What follows belongs to an exercise in optimizing a design on an open flow for small area, a short achievable clock period and few clock cycles per item; a production flow would make more cautious choices.
The RTL was checked by simulation tests, not by an equivalence proof against the original design.
Power is estimated from default activity; no workload was simulated.

**flow/config.mk**
```make
export PLATFORM = sky130hd
export DESIGN_NAME = fxc_conv
export DESIGN_NICKNAME = fxc_conv
export VERILOG_FILES = /design/flow/design.v
export SDC_FILE = /design/flow/constraint.sdc
export NUM_CORES = 4
export LEC_CHECK = 0
export CAP_MARGIN = 20
export CORE_MARGIN = 2
export CORE_UTILIZATION = 40
export SLEW_MARGIN = 20
```
**flow/constraint.sdc**
```tcl
create_clock -name core_clock -period 12.0 [get_ports {clk}]
set_input_delay 2.4000 -clock core_clock [delete_from_list [all_inputs] [get_ports {clk}]]
set_output_delay 2.4000 -clock core_clock [all_outputs]
set_load 0.01 [all_outputs]
```
**flow/design.v**
```verilog
module fxc_conv (
    input  wire        clk,
    input  wire        rst,         
    input  wire        in_valid,
    output wire        in_ready,
    input  wire [31:0] in_cmd,
    input  wire [63:0] in_opnd,
    output reg         out_valid,
    output reg  [63:0] out_data,
    output reg  [1:0]  out_cause,   
    output reg  [2:0]  out_rd
);
    assign in_ready = 1'b1;
    wire [3:0] op  = in_cmd[31:28];
    wire [1:0] ws  = in_cmd[7:6];
    wire [5:0] n   = in_cmd[5:0];
    wire op_ok    = !op[3] && (op[2:0] != 3'd0);
    wire is_conv  = (op[2:1] == 2'b11);
    wire row_ok   = op_ok && (in_cmd[27:14] == 14'd0) &&
                    (is_conv || (in_cmd[13:11] == 3'd0));
    wire fmt_ok   = ws[1] ? (ws[0] || !n[5]) : (!n[5] && !n[4] && (ws[0] || !n[3]));
    wire [1:0] cause = !row_ok ? 2'd1 : (!fmt_ok ? 2'd2 : 2'd0);
    reg        v0;
    reg [63:0] d0;
    reg [2:0]  op0;
    reg [1:0]  ws0;
    reg [5:0]  n0;
    reg [2:0]  rd0;
    reg [1:0]  c0;
    always @(posedge clk) begin
        if (rst) v0 <= 1'b0;
        else     v0 <= in_valid;
        d0  <= in_opnd;
        op0 <= op[2:0];
        ws0 <= ws;
        n0  <= n;
        rd0 <= (cause == 2'd0) ? in_cmd[10:8] : 3'd0;
        c0  <= cause;
    end
    wire is_scale = (op0 == 3'd1);
    wire is_fmax  = (op0 == 3'd2);
    wire is_fmin  = (op0 == 3'd3);
    wire is_lmx   = (op0 == 3'd4) || (op0 == 3'd5);
    wire is_lmin  = (op0 == 3'd5);
    wire is_tofix = (op0 == 3'd6);
    wire is_toflt = (op0 == 3'd7);
    reg [5:0] wm1;
    always @(*) begin
        case (ws0)
            2'd0:    wm1 = 6'd7;
            2'd1:    wm1 = 6'd15;
            2'd2:    wm1 = 6'd31;
            default: wm1 = 6'd63;
        endcase
    end
    wire [7:0] kexp   = {2'b00, wm1 - n0} + 8'd127;
    wire [7:0] kexpm1 = {2'b00, wm1 - n0} + 8'd126;
    reg [63:0] u;
    always @(*) begin
        case (ws0)
            2'd0:    u = {d0[7:0],  56'd0};
            2'd1:    u = {d0[15:0], 48'd0};
            2'd2:    u = {d0[31:0], 32'd0};
            default: u = d0;
        endcase
    end
    wire        us = u[63];
    wire [62:0] t  = u[62:0] ^ {63{us}};
    reg [5:0] lzc;
    integer i;
    always @(*) begin
        lzc = 6'd63;
        for (i = 0; i < 63; i = i + 1)
            if (t[i]) lzc = 6'd62 - i[5:0];
    end
    wire tzero = (t == 63'd0);
    reg [62:0] t_rev;
    always @(*) begin
        for (i = 0; i < 63; i = i + 1)
            t_rev[i] = t[62 - i];
    end
    wire        f_s = d0[31];
    wire [7:0]  f_e = d0[30:23];
    wire [22:0] f_m = d0[22:0];
    wire        f_nan = (f_e == 8'hFF) && (f_m != 23'd0);
    wire        f_sat = (f_e >= kexp);           
    wire [8:0]  f_en  = {1'b0, f_e} + {3'b000, n0};
    wire        f_big = (f_en <= 9'd126);        
    wire [5:0]  f_r   = 6'd62 - f_e[5:0] - n0;   
    reg [63:0] x1;
    reg [5:0]  a1;
    always @(*) begin
        if (is_toflt)      x1 = {us, t_rev};
        else if (is_lmx)   x1 = {64{1'b1}};
        else               x1 = {1'b1, (is_tofix ? f_m : 23'd0), 40'd0};
        if (is_toflt)      a1 = lzc;
        else if (is_tofix) a1 = f_r;
        else if (is_scale) a1 = ~n0;
        else               a1 = 6'd0;
    end
    reg        v1;
    reg [63:0] x1_q;
    reg [5:0]  a1_q;
    reg        fill1, sgn1, flt1, sat1, satsel1, zr1;
    reg [1:0]  ws1;
    reg [7:0]  ke1;
    reg [2:0]  rd1;
    reg [1:0]  c1;
    always @(posedge clk) begin
        if (rst) v1 <= 1'b0;
        else     v1 <= v0;
        x1_q    <= x1;
        a1_q    <= a1;
        fill1   <= (is_toflt && us) || is_lmx;
        sgn1    <= is_toflt ? us : (is_tofix ? f_s : is_lmin);
        flt1    <= is_toflt || is_lmx;
        sat1    <= (is_tofix && f_sat) || is_fmax || is_fmin;
        satsel1 <= is_tofix ? (f_s && !f_nan) : is_fmin;
        zr1     <= (is_tofix && f_big) || (is_toflt && tzero && !us);
        ws1     <= ws0;
        ke1     <= kexpm1;
        rd1     <= rd0;
        c1      <= c0;
    end
    wire [127:0] sh_in = {{64{fill1}}, x1_q};
    wire [127:0] sh_out = sh_in >> a1_q;
    wire [63:0]  r2 = sh_out[63:0];
    wire [7:0]   e2 = ke1 - {2'b00, a1_q};
    reg        v2;
    reg [63:0] r2_q;
    reg [7:0]  e2_q;
    reg        sgn2, flt2, sat2, satsel2, zr2;
    reg [1:0]  ws2;
    reg [2:0]  rd2;
    reg [1:0]  c2;
    always @(posedge clk) begin
        if (rst) v2 <= 1'b0;
        else     v2 <= v1;
        r2_q    <= r2;
        e2_q    <= e2;
        sgn2    <= sgn1;
        flt2    <= flt1;
        sat2    <= sat1;
        satsel2 <= satsel1;
        zr2     <= zr1;
        ws2     <= ws1;
        rd2     <= rd1;
        c2      <= c1;
    end
    reg [22:0] mant;
    always @(*) begin
        for (i = 0; i < 23; i = i + 1)
            mant[i] = r2_q[23 - i];             
    end
    wire g   = r2_q[24];                        
    wire l   = r2_q[23];                        
    wire st  = |(r2_q[63:25] ^ {39{sgn2}});    
    wire inc = sgn2 ? (g || (!st && l)) : (g && (st || l));
    wire [22:0] frac = mant + {22'd0, inc};
    wire        ovf  = (&mant) && inc;
    wire [7:0]  fexp = ovf ? (e2_q + 8'd1) : e2_q;
    wire [63:0] flt_res = {32'd0, sgn2, fexp, frac};
    reg [63:0] fix_max;
    always @(*) begin
        case (ws2)
            2'd0:    fix_max = 64'h0000_0000_0000_007F;
            2'd1:    fix_max = 64'h0000_0000_0000_7FFF;
            2'd2:    fix_max = 64'h0000_0000_7FFF_FFFF;
            default: fix_max = 64'h7FFF_FFFF_FFFF_FFFF;
        endcase
    end
    wire [63:0] sat_val = satsel2 ? ~fix_max : fix_max;
    wire [63:0] fix_res = sat2 ? sat_val : (sgn2 ? (64'd0 - r2_q) : r2_q);
    wire [63:0] result = flt2 ? flt_res : fix_res;
    wire        zero   = (c2 != 2'd0) || zr2;
    always @(posedge clk) begin
        if (rst) out_valid <= 1'b0;
        else     out_valid <= v2;
        out_data  <= zero ? 64'd0 : result;
        out_cause <= c2;
        out_rd    <= rd2;
    end
endmodule
```
**flow/run.sh**
```bash
#!/bin/bash
# synth_recipe.tcl (not shown) runs the flow's synth.tcl, then flattens the netlist and writes it again
# the make line also repeats each setting of config.mk as NAME=value (left out here)
make -C /OpenROAD-flow-scripts/flow DESIGN_CONFIG=/design/flow/config.mk WORK_HOME=/design/flow/orfs CLKGATE_MAP_FILE= SYNTH_SCRIPT=/design/flow/synth_recipe.tcl finish
```
==> results of run 1 <==
per-layer routing:
| metal | part of all wire [%] | wire length, um |
|---|---|---|
| met5 | 0.022 | 13 |
| met4 | 4.2 | 2420 |
| met3 | 5.4 | 3140 |
| met1 | 42 | 24500 |
| met2 | 48 | 28300 |
through the flow:
stage                     area [um^2]  hold slack [ns]  worst slack [ns]  total power [mW]
after floorplan                 18700            0.310              8.62              1.94
after global placement          20600            0.313              8.20              2.21
after detailed placement        20600            0.312              8.18              2.22
after CTS                       21900            0.325              8.14              3.38
after global routing            21900            0.328              8.06              3.53
final                           21900            0.324              8.19              3.36
cell usage in the layout, fill, tap and decap left out, drive strengths merged, types with 54 or more instances in the layout:
master | Yosys | routed
o21ai | 232 | 232
mux2i | 63 | 63
dfxtp | 328 | 328
xor2 | 76 | 76
clkdlybuf4s50 | 0 | 168
o21a | 56 | 56
mux4 | 54 | 54
xnor2 | 96 | 96
nand2 | 324 | 324
nor2 | 157 | 157
a21oi | 104 | 104
sequential cells by signal (all words and copies together), names as in the netlist, 6 cells and up:
| register | flops |
|---|---|
| d0 | 64 |
| out_data | 64 |
| r2_q | 64 |
| x1_q | 64 |
| e2_q | 8 |
| ke1 | 8 |
| a1_q | 6 |
| n0 | 6 |
power by group:
group | total (mW) | switching, mW | leakage, nW | internal, mW
sequential | 1.38 | 0.182 | 2.73 | 1.20
clock | 1.15 | 0.452 | 0.615 | 0.698
combinational | 0.829 | 0.474 | 5.06 | 0.355
synth_stat cells (13+ instances only):
master / count / area share (%)
mux2i_1: 63 / 3.4
dfxtp_1: 328 / 35
buf_2: 25 / 0.67
nand2_1: 324 / 6.5
xor2_1: 76 / 3.6
nor2_1: 157 / 3.1
mux4_2: 54 / 6.5
ha_1: 33 / 2.2
nand3_1: 53 / 1.4
o31ai_1: 24 / 0.96
nand4_1: 36 / 1.2
nand2b_1: 19 / 0.63
nor4_1: 21 / 0.70
o21a_1: 56 / 2.2
and3_1: 27 / 0.90
xnor2_1: 96 / 4.5
a31oi_1: 17 / 0.57
o21ai_0: 224 / 6.0
o41ai_1: 13 / 0.61
mux2_2: 31 / 1.9
a21oi_1: 104 / 2.8
buf_1: 18 / 0.36
a211oi_1: 17 / 0.68
nor2b_1: 20 / 0.67
inv_1: 38 / 0.76
nor3_1: 26 / 0.69
clkbuf_1: 142 / 2.8
logic make-up after synthesis:
| group | count (synthesis) | synth area share, % |
|---|---|---|
| flip-flops | 328 | 35.1 |
| adder cells (fa/ha/maj) | 37 | 2.63 |
| XOR/XNOR | 172 | 8.04 |
| AND/OR/NAND/NOR | 744 | 18.5 |
| multiplexers | 148 | 11.7 |
| AO/OA/AOI/OAI | 579 | 19.2 |
| buffers and inverters | 231 | 4.84 |
| other | 1 | 0.0200 |
worst paths after layout:
kind                                              start                      end  slack [ns]  cells after the start
worst max-delay path            out_data[46]$_SDFF_PP0_             out_data[46]        8.19                      1
worst min-delay path                      c1[1]$_DFF_P_            c2[1]$_DFF_P_        0.32                      0
worst max register to register         r2_q[46]$_DFF_P_  out_data[20]$_SDFF_PP0_        8.33                     12
worst min register to register            c1[1]$_DFF_P_            c2[1]$_DFF_P_        0.32                      0
cell type report:
| cell class | count | share of cell area (%) |
|---|---|---|
| multi-input cells | 1681 | 51.6 |
| inverters | 44 | 0.755 |
| repair buffers | 189 | 8.41 |
| clock buffers | 49 | 4.91 |
| clock inverters | 15 | 0.841 |
| flip-flops and latches | 328 | 30.1 |
| well taps | 607 | 3.47 |
==> reports/results.txt, run 1 <==
Crit Path Category: reg -> out
core area: 46400 um^2
first-pass iteration count of the detailed router: 6
Layout Utilization: 47.2%
WL/cell: 20.0 um
Warnings, synthesis: 1
Inst Count DP: 2849
sequential share of the synthesized area: 35.1%
Die W: 220 um
met2 usage: 40.7%
CTS hold repair buffers: 0
share of layout cells above drive strength 1: 8.37%
critical path startpoint category: register
post-route ant nets: 0
Fill cells: 4531
max-slew violations: 0
Worst-Skew Late Latency: 0.56 ns
Routability Congestion: 0.942
initial core utilization: 40.4%
Yosys reg bits: 328
Worst Skew: 0.0231 ns
Cell Area, Synth: 18700 um^2
worst IR drop on VDD: 129 uV
diode count: 0
Nets: 2417
GRT Resource Usage Total: 23.8%
drc violations: 0
vias in the first global route: 15.8k
Fmax: 262 MHz
slowest stage delay, CP: 0.53 ns
critical path required time: 9.60 ns
Post-Syn Instances: 2240
fin crit period: 3.81 ns
Max Root-Sink Buffers: 3
Routed WL: 58.4 mm
RSZ-0062 raised after global routing: no
Post CTS Setup Buffer Count: 0
fin crit share: 31.8%
first-pass GRT wire length: 90.2 mm
Leak: 8.41 nW
synthesis-to-layout area growth: 16.8%
busiest layer in global routing: met2
Final setup viols: 0
Resize count post-CTS: 0
CTS sink count: 328
asr flop ratio synth: 0%
Least-Margin Pin Slew: 0.971 ns
GRT overflow: 0
via density per instance: 5.65
CP Capture Type: output pin
largest net degree at the start of global routing: 75
CP max-delay cell: clkdlybuf4s50_1
slew margin rel.: 34.7%
clock slew seen by the registers of the worst setup and hold paths: 0.06 ns
final non-filler cell total: 2913
met1 Track Usage GR: 29.9%
I/O pins: 170
Crit path max-delay family: buffers and inverters
setup_tns: 0 ns
H-tree lvl count: 2
Total Die Area: 48600 um^2
Post-Synthesis Net Count: 2376
Power Dens Cells: 154 nW/um^2
Avg Cell Area, Syn: 8.36 um^2
status: complete, no violations
Synth Flop Type: dfxtp_1
number of library cell types mapped by synthesis: 77
max_cap viols: 0
die height: 220 um
PortBufs: 168
1st-iter DRT viols: 1437
critical-path cell list: clkdlybuf4s50_1
vias: 16.4k
Core Rows: 79
register area: 6580 um^2
Hold Path Class: reg -> reg
TritonCTS clock tree: done
initial antenna violation count: 1
CP max FO: 1
Critical path buffers and inverters: 1
Post-synth EDFFs: 0
critical path arrival: 1.41 ns
CTS Buf Count: 37
Post-DP HPWL: 44.0 mm
endpoints failing hold: 0
clk root buf: clkbuf_16
met3 GRT Util: 3.30%
area of the multi-input gates: 11300 um^2
Testbench counts, summed over its fixed seeds: cycles 24,024, items 24,000.
==> run 2: changes to the inputs <==
--- a/flow/config.mk
+++ b/flow/config.mk
@@ -6,4 +6,5 @@
 export NUM_CORES = 4
 export LEC_CHECK = 0
+export ABC_CLOCK_PERIOD_IN_PS = 3000
 export CAP_MARGIN = 20
 export CORE_MARGIN = 2
==> run 2 against run 1 <==
Still clean. Maximum frequency unchanged. Final cell count unchanged. Total power unchanged. Sequential power about the same. Count of clock-buffer cells in the layout unchanged. Highest routed layer unchanged.
==> reports/results.txt, run 2 <==
Die W: 220 um
CP max FO: 1
most frequent cells in the layout: 324 x nand2_1, 321 x dfxtp_1, 224 x o21ai_0
worst IR drop on VDD: 129 uV
Max Root-Sink Buffers: 3
Fill cells: 4531
clock slew seen by the registers of the worst setup and hold paths: 0.06 ns
RSZ-0062 raised after global routing: no
critical-path cell list: clkdlybuf4s50_1
clk root buf: clkbuf_16
I/O pins: 170
CP Capture Type: output pin
sequential share of the synthesized area: 35.1%
r2r startpoint: r2_q[46]$_DFF_P_
critical path required time: 9.60 ns
Routed WL: 58.4 mm
Nets: 2417
most common cell in the netlist: dfxtp_1
Worst-Skew Late Latency: 0.56 ns
fin crit share: 31.8%
Final WS setup: 8.19 ns
TritonCTS clock tree: done
Post-Synthesis Net Count: 2376
vias in the first global route: 15.8k
endpoints failing hold: 0
number of library cell types mapped by synthesis: 77
critical path startpoint: out_data[46]$_SDFF_PP0_
post-route ant nets: 0
Post CTS Setup Buffer Count: 0
max-slew violations: 0
GRT overflow: 0
Reg2Reg Depth: 12
Leak: 8.41 nW
Crit path max-delay family: buffers and inverters
slowest stage delay, CP: 0.53 ns
CTS Buf Count: 37
Core Rows: 79
CTS hold repair buffers: 0
slew margin rel.: 34.7%
Total Die Area: 48600 um^2
share of layout cells above drive strength 1: 8.37%
core area: 46400 um^2
asr flop ratio synth: 0%
H-tree lvl count: 2
first-pass iteration count of the detailed router: 6
Synth top area share: 35.1%
1st-iter DRT viols: 1437
critical path startpoint category: register
Post-Syn Instances: 2240
max_cap viols: 0
critical path depth: 1
hold depth: 0
vias: 16.4k
Least-Margin Pin Slew: 0.971 ns
fin crit period: 3.81 ns
Routability Congestion: 0.942
Synth area leader: dfxtp_1
critical path arrival: 1.41 ns
Crit Path Category: reg -> out
first-pass GRT wire length: 90.2 mm
initial core utilization: 40.4%
reg-to-reg slack, setup: 8.33 ns
initial antenna violation count: 1
Worst Skew: 0.0231 ns
area of the multi-input gates: 11300 um^2
Hold Path Class: reg -> reg
status: complete, no violations
largest net degree at the start of global routing: 75
drc violations: 0
die height: 220 um
most common cell after layout, fill and taps aside: nand2_1
CTS sink count: 328
via density per instance: 5.65
Post-DP HPWL: 44.0 mm
GRT Resource Usage Total: 23.8%
synthesis-to-layout area growth: 16.8%
worst setup path end: out_data[46]
Power Dens Cells: 154 nW/um^2
Avg Cell Area, Syn: 8.36 um^2
diode count: 0
Resize count post-CTS: 0
DP Worst Slack: 8.18 ns
Yosys reg bits: 328
Warnings, synthesis: 1
Fmax: 262 MHz
Cell Area, Synth: 18700 um^2
PortBufs: 168
r2r endpoint: out_data[20]$_SDFF_PP0_
CP max-delay cell: clkdlybuf4s50_1
largest cells by area after synthesis: dfxtp_1 35%, mux4_2 6.5%, nand2_1 6.5%
register area: 6580 um^2
total power: 3.36 mW
setup_tns: 0 ns
Critical path buffers and inverters: 1
Post-synth top cells: 328 x dfxtp_1, 324 x nand2_1, 224 x o21ai_0, 157 x nor2_1, 142 x clkbuf_1
Final setup viols: 0
Synth Flop Type: dfxtp_1
WL/cell: 20.0 um
Hold WS: 0.324 ns
Post-synth EDFFs: 0
[run 2: worst min-delay path by stage]
stage                        start                 to  slack, ns
floorplan            c0[0]$_DFF_P_      c1[0]$_DFF_P_       0.31
global placement     c1[0]$_DFF_P_      c2[0]$_DFF_P_       0.31
detailed placement   c1[1]$_DFF_P_      c2[1]$_DFF_P_       0.31
CTS                  c1[1]$_DFF_P_      c2[1]$_DFF_P_       0.33
global route        rd2[1]$_DFF_P_  out_rd[1]$_DFF_P_       0.33
finish               c1[1]$_DFF_P_      c2[1]$_DFF_P_       0.32
[run 2: final cells by class]
class | count | share of cell area (%)
Clock buffer | 49 | 4.91
Clock inverter | 15 | 0.841
Inverter | 44 | 0.755
Multi-Input combinational cell | 1681 | 51.6
Sequential cell | 328 | 30.1
Tap cell | 607 | 3.47
Timing Repair Buffer | 189 | 8.41
[run 2: through the flow]
step / utilization [%] / instance area, um^2 / instances
after floorplan: - / 18700 / 2240
after global placement: 44.5 / 20600 / 2849
after detailed placement: 44.5 / 20600 / 2849
after CTS: 47.2 / 21900 / 2913
after global routing: 47.2 / 21900 / 2913
final: 47.2 / 21900 / 2913
[run 2: kinds of logic after synthesis]
logic type,share of synthesized area (%)
AOI/OAI and AO/OA,19.2
xor gates and xnor gates,8.04
adders and majority gates,2.63
buffers and inverters,4.84
DFF,35.1
muxes,11.7
other,0.0200
and+or+nand+nor,18.5
[run 2: power by group]
part	internal (mW)	total, mW	switching (mW)	leakage [nW]
sequential	1.20	1.38	0.182	2.73
combinational	0.355	0.829	0.474	5.06
clock	0.698	1.15	0.452	0.615
total	2.25	3.36	1.11	8.41
[run 2: per-layer routing]
metal / GRT usage [%] / part of all wire, %
met5: 0 / 0.022
met4: 10.5 / 4.2
met3: 3.30 / 5.4
met2: 40.7 / 48
met1: 29.9 / 42
==> run 3: changes to the inputs <==
==> flow/flow/run.sh (new file) <==
#!/bin/bash
# Standard ORFS layout, with timing repair aimed below the clock period.
set -euo pipefail
bash standard.sh SETUP_SLACK_MARGIN=8.8 finish > flow_make.log 2>&1
==> flow/standard.sh (new file) <==
#!/bin/bash
# synth_recipe.tcl (not shown) runs the flow's synth.tcl, then flattens the netlist and writes it again
# the make line also repeats each setting of config.mk as NAME=value (left out here)
make -C /OpenROAD-flow-scripts/flow DESIGN_CONFIG=/design/flow/config.mk WORK_HOME=/design/flow/orfs CLKGATE_MAP_FILE= SYNTH_SCRIPT=/design/flow/synth_recipe.tcl "${@:-finish}"
--- a/flow/config.mk
+++ b/flow/config.mk
@@ -6,5 +6,5 @@
 export NUM_CORES = 4
 export LEC_CHECK = 0
-export ABC_CLOCK_PERIOD_IN_PS = 3000
+export ABC_AREA = 1
 export CAP_MARGIN = 20
 export CORE_MARGIN = 2
removed: flow/run.sh
==> run 3 against run 2 <==
Still clean. Sequential share of layout area fell by 3.0 points. Flip-flop and latch count did not move. Maximum frequency fell by 17%. Total power rose by 9.5%. Clock power barely moved. Synthesized cell count rose by 14%. Register-to-register slack got worse by 0.90 ns. Count of clock-buffer cells in the layout did not move. Final cell count rose by 19%. Sequential power barely moved. Die area fell by 5.2%. Critical path type is now reg -> reg.
==> reports/results.txt, run 3 <==
first-pass iteration count of the detailed router: 5
CTS sink count: 328
status: complete, no violations
Cell Area, Synth: 17700 um^2
Least-Margin Pin Slew: 1.12 ns
Warnings, synthesis: 1
vias in the first global route: 18.2k
most common cell in the netlist: nand2_1
Fmax: 219 MHz
Synth top area share: 37.0%
share of layout cells above drive strength 1: 24.8%
Die W: 215 um
drc violations: 0
CP max FO: 7
asr flop ratio synth: 0%
Total Die Area: 46100 um^2
Hold Path Class: reg -> reg
GRT Resource Usage Total: 27.4%
register area: 6690 um^2
setup_tns: 0 ns
critical path required time: 12.42 ns
initial core utilization: 40.3%
slowest stage delay, CP: 0.38 ns
Routed WL: 68.1 mm
Fill cells: 4106
Final setup viols: 0
post-route ant nets: 0
number of library cell types mapped by synthesis: 57
most frequent cells in the layout: 545 x nand2_1, 308 x o21ai_0, 261 x dfxtp_1
die height: 215 um
CTS hold repair buffers: 0
Post-synth EDFFs: 0
DP Worst Slack: 5.51 ns
Yosys reg bits: 328
fin crit period: 4.57 ns
Crit Path Category: reg -> reg
Max Root-Sink Buffers: 3
slew margin rel.: 24.3%
Post-synth top cells: 567 x nand2_1, 343 x o21ai_0, 328 x dfxtp_1, 244 x inv_1, 185 x nand3_1
synthesis-to-layout area growth: 39.5%
Synth area leader: dfxtp_1
TritonCTS clock tree: done
area of the multi-input gates: 11200 um^2
GRT overflow: 0
clk root buf: clkbuf_16
fin crit share: 38.1%
sequential share of the synthesized area: 37.0%
Post-Synthesis Net Count: 2689
PortBufs: 168
I/O pins: 170
Worst-Skew Late Latency: 0.58 ns
critical path arrival: 4.99 ns
most frequent CP cell: buf_4
Nets: 2991
CTS Buf Count: 38
critical path startpoint category: register
worst IR drop on VDD: 105 uV
max-slew violations: 0
largest cells by area after synthesis: dfxtp_1 37%, nand2_1 12%, o21ai_0 9.7%
CP Capture Type: register
max_cap viols: 0
Post-Syn Instances: 2553
via density per instance: 5.51
most common cell after layout, fill and taps aside: nand2_1
endpoints failing hold: 0
first-pass GRT wire length: 100 mm
WL/cell: 19.6 um
Layout Utilization: 56.2%
1st-iter DRT viols: 1689
Leak: 10.9 nW
Avg Cell Area, Syn: 6.95 um^2
Power Dens Cells: 149 nW/um^2
vias: 19.1k
H-tree lvl count: 2
Post-DP HPWL: 47.9 mm
Final WS setup: 7.43 ns
RSZ-0062 raised after global routing: yes
Synth Flop Type: dfxtp_1
largest net degree at the start of global routing: 68
clock slew seen by the registers of the worst setup and hold paths: 0.06 ns
initial antenna violation count: 0
core area: 44000 um^2
diode count: 0
Core Rows: 77
Routability Congestion: 1.00
CP max-delay cell: dfxtp_4
Worst Skew: 0.0155 ns
[run 3: cell count changes after synthesis, sizes merged, moves of 54 or more]
cell / previous run / this run
o21ai: 232 / 346
xnor2: 96 / 15
nand3: 53 / 187
nand2: 324 / 571
inv: 39 / 249
mux4: 54 / 0
[run 3: worst paths after layout]
kind | start | to | slack (ns) | cells after the start
setup reg to reg | ws0[0]$_DFF_P_ | a1_q[1]$_DFF_P_ | 7.43 | 36
hold reg to reg | rd2[1]$_DFF_P_ | out_rd[1]$_DFF_P_ | 0.32 | 0
setup / recovery | ws0[0]$_DFF_P_ | a1_q[1]$_DFF_P_ | 7.43 | 36
hold / removal | rd2[1]$_DFF_P_ | out_rd[1]$_DFF_P_ | 0.32 | 0
[run 3: timing repair]
item,CTS,global route
gates resized for setup,519,358
setup endpoints to repair,184,135
pin swaps,70,125
setup buffers,157,48
gates cloned,4,2
[run 3: report_power, final]
group,leakage (nW),switching [mW],total (mW),internal (mW)
clock network,0.624,0.476,1.18,0.708
registers,2.75,0.150,1.36,1.21
logic,7.57,0.731,1.14,0.405
[run 3: logic make-up (layout without fill, tap and decap cells)]
| group | Yosys count | in the layout | share of synthesized area, % |
|---|---|---|---|
| compound gates | 589 | 589 | 18.7 |
| xor+xnor | 98 | 98 | 4.92 |
| fa+ha+maj | 37 | 37 | 2.78 |
| buf+inv | 394 | 722 | 8.56 |
| flops | 328 | 328 | 37.0 |
| mux | 41 | 41 | 2.31 |
| other cells | 1 | 1 | 0.0211 |
| simple gates | 1065 | 1067 | 25.7 |
[run 3: worst max-delay path, delay by kind of cell (launching register included)]
family | cells | cell delay (ns)
buf+inv | 8 | 1.04
compound gates | 12 | 1.70
simple gates | 16 | 1.31
flops | 1 | 0.38
[run 3: per-layer routing]
layer  track usage, %  up-vias  routed length [um]
met5                0        -                   0
met4             15.9        0                4400
met3             3.62      265                4170
met2             47.9      861               32800
met1             32.2     8858               26800
li1                 -     9160                   -
[run 3: metrics by stage]
step | std cells | hold slack [ns] | power, mW | cell area [um^2]
after floorplan | 2553 | 0.310 | 1.93 | 17800
after global placement | 3196 | 0.310 | 2.24 | 19900
after detailed placement | 3196 | 0.312 | 2.24 | 19900
after CTS | 3425 | 0.321 | 3.56 | 22900
after global routing | 3475 | 0.331 | 3.87 | 24800
final | 3475 | 0.323 | 3.68 | 24800
[run 3: final cells by class]
class	count	area share, %
clock buffer	49	4.38
clock inverter	19	0.885
inverter	253	4.00
multi-input combinational	1833	45.1
sequential	328	27.0
tap	592	2.99
timing repair buffer	401	15.6
==> run 4: changes to the inputs <==
--- a/flow/config.mk
+++ b/flow/config.mk
@@ -6,5 +6,4 @@
 export NUM_CORES = 4
 export LEC_CHECK = 0
-export ABC_AREA = 1
 export CAP_MARGIN = 20
 export CORE_MARGIN = 2
==> run 4 against run 3 <==
Maximum frequency rose by 35%. Synthesized area rose by 5.6%. Flip-flop and latch count did not move. Via count fell by 13%. Routed wire length fell by 14%. Total power fell by 7.0%. Core utilization fell by 8.5 points. First-iteration DRC count fell by 9.2%. Sequential power rose by 3%. Final cell count fell by 16%. Count of clock-buffer cells in the layout fell by 2. Critical path type is now reg -> out.
==> reports/results.txt, run 4 <==
Flop pwr share: 40.8%
Crit Path Category: reg -> out
Nets: 2429
Warnings, synthesis: 1
H-tree lvl count: 2
fin crit period: 3.39 ns
diode count: 0
Post-synth top cells: 328 x dfxtp_1, 324 x nand2_1, 224 x o21ai_0, 157 x nor2_1, 142 x clkbuf_1
setup_tns: 0 ns
fin crit share: 28.2%
Post-synth EDFFs: 0
endpoints failing hold: 0
Fmax: 295 MHz
XOR/XNOR Fraction of Synth Area: 8.04%
CTS Buf Count: 38
core area: 46400 um^2
max-slew violations: 0
mux contribution to synthesized area: 11.7%
sequential share of the synthesized area: 35.1%
Post-Synthesis Net Count: 2376
number of library cell types mapped by synthesis: 77
clock slew seen by the registers of the worst setup and hold paths: 0.06 ns
synthesis-to-layout area growth: 18.1%
Crit path max-delay family: flip-flops
most frequent cells in the layout: 324 x nand2_1, 290 x dfxtp_1, 222 x o21ai_0
Fill cells: 4481
Core Rows: 79
post-synthesis adder-cell area fraction: 2.63%
Final setup viols: 0
Synth area leader: dfxtp_1
DP Area: 20600 um^2
Int Pwr: 2.29 mW
critical path required time: 9.60 ns
Leak: 8.77 nW
drc violations: 0
final instance area: 22100 um^2
area of the multi-input gates: 11500 um^2
Hold WS: 0.324 ns
post-route ant nets: 0
Simple-Gate Fraction of Synth Area: 18.5%
CP max FO: 1
Worst-Skew Late Latency: 0.56 ns
Yosys reg bits: 328
CTS hold repair buffers: 0
status: complete, no violations
Synth top area share: 35.1%
Synth Flop Type: dfxtp_1
Total Die Area: 48600 um^2
CP max-delay cell: dfxtp_2
first-pass iteration count of the detailed router: 7
die height: 220 um
P_sw: 1.13 mW
Cell Area, Synth: 18700 um^2
asr flop ratio synth: 0%
vias in the first global route: 15.9k
Worst Skew: 0.0232 ns
via density per instance: 5.68
Least-Margin Pin Slew: 1.01 ns
most common cell in the netlist: dfxtp_1
initial antenna violation count: 0
TritonCTS clock tree: done
1st-iter DRT viols: 1534
first-pass GRT wire length: 89.6 mm
Routability Congestion: 0.925
worst IR drop on VDD: 117 uV
Hold Path Class: reg -> reg
Post-Syn Instances: 2240
largest cells by area after synthesis: dfxtp_1 35%, mux4_2 6.5%, nand2_1 6.5%
Comb power frac: 24.6%
clk root buf: clkbuf_16
Die W: 220 um
I/O pins: 170
Post-DP HPWL: 43.6 mm
Critical path buffers and inverters: 1
CP Capture Type: output pin
critical path startpoint category: register
CTS sink count: 328
critical-path cell list: buf_6
register area: 6620 um^2
Clk network pwr share: 34.6%
initial core utilization: 40.4%
share of layout cells above drive strength 1: 14.7%
PortBufs: 168
Sw Share: 33.1%
most common cell after layout, fill and taps aside: nand2_1
slew margin rel.: 32.9%
Power Dens Cells: 155 nW/um^2
critical path arrival: 0.99 ns
WL/cell: 20.1 um
GRT overflow: 0
Avg Cell Area, Syn: 8.36 um^2
Compound-Gate Fraction of Synth Area: 19.2%
vias: 16.6k
Max Root-Sink Buffers: 3
largest family of logic cells by synthesized area: compound AO/OA/AOI/OAI gates
largest net degree at the start of global routing: 80
Routed WL: 58.9 mm
max_cap viols: 0
slowest stage delay, CP: 0.33 ns
GRT Resource Usage Total: 23.6%
RSZ-0062 raised after global routing: yes
## run 4: changes by cell type in the layout (fill, tap and decap cells not counted), moves of 84 or more
cell,delta
buf_4,-84
buf_6,-120
inv_1,-171
nand2_1,-221
nand3_1,-109
o21ai_0,-86
## run 4: final timing paths
| kind | from | to | slack (ns) | cells after the start |
|---|---|---|---|---|
| max | out_data[10]$_SDFF_PP0_ | out_data[10] | 8.61 | 1 |
| min | sgn1$_DFF_P_ | sgn2$_DFF_P_ | 0.32 | 0 |
| max reg2reg | r2_q[9]$_DFF_P_ | out_data[45]$_SDFF_PP0_ | 8.95 | 8 |
| min reg2reg | sgn1$_DFF_P_ | sgn2$_DFF_P_ | 0.32 | 0 |
## run 4: metrics by stage
step	power (mW)	utilization, %	setup slack [ns]	cells
after floorplan	1.94	-	8.74	2240
after global placement	2.21	44.5	8.18	2850
after detailed placement	2.22	44.5	8.11	2850
after CTS	3.42	47.0	8.58	2920
after global routing	3.59	47.7	8.59	2927
final	3.42	47.7	8.61	2927
## run 4: metal layers
layer  routed length [um]  share of wire (%)  vias up  track usage [%]
met2                28500                 48      567             40.4
li1                     -                  -     8062                -
met5                    0                  0        -                0
met3                 2760                4.7      143             2.68
met4                 2510                4.3        0             10.7
met1                25200                 43     7862             29.9
## run 4: repair_timing
item	CTS	global route
pin swaps	3	7
gates cloned	1	1
setup endpoints to repair	96	123
gates resized for setup	331	67
endpoints found under the hold margin	0	0
buffers inserted	2	6
## run 4: power by group through the flow
stage	registers, mW	logic [mW]	clock network, mW
finish	1.40	0.843	1.19
global route	1.41	0.923	1.25
global placement	1.40	0.808	0
detailed placement	1.41	0.812	0
floorplan	1.30	0.642	0
CTS	1.38	0.821	1.21
## run 4: logic make-up after synthesis
kind of cell	count (synthesis)
other cells	1
xor+xnor	172
flops	328
simple gates	744
fa+ha+maj	37
mux	148
buf+inv	231
compound gates	579
## run 4: final cells by class
| cell class | instances | area share (%) |
|---|---|---|
| Sequential cell | 328 | 29.9 |
| Timing Repair Buffer | 199 | 8.20 |
| Timing Repair inverter | 1 | 0.0226 |
| Tap cell | 607 | 3.43 |
| Clock buffer | 47 | 4.83 |
| Clock inverter | 20 | 1.04 |
| Multi-Input combinational cell | 1681 | 51.8 |
| Inverter | 44 | 0.769 |

[static timing again, ports no longer ideal]
No port has a modelled driver above. Below, the same layouts with a new extraction and two added sets of constraints. Step 1: set_driving_cell puts a clkbuf_16 on clk and a buf_2 on each other input, an assumption about the parent block. Step 2 times the ports against the registers' clock, not the clock port: input delays grow and output delays shrink by t, the midpoint of the rising clock arrivals with the driver on. Three values: ideal ports, drivers, drivers and shift; two values: the first two.
run | t (ns) | slack for setup (ns) | worst register clock-pin slew, ns
run 1 | 0.604 | 8.186 / 8.132 / 8.171 | 0.07 / 0.07
run 2 | 0.604 | 8.186 / 8.132 / 8.171 | 0.07 / 0.07
run 3 | 0.626 | 7.428 / 7.428 / 7.428 | 0.06 / 0.06
run 4 | 0.601 | 8.614 / 8.562 / 8.308 | 0.07 / 0.07
After both steps every run listed still meets setup and hold. For run 4, which loses most, drivers alone change the setup slack by -0.052 ns; drivers and shift together by -0.306 ns.
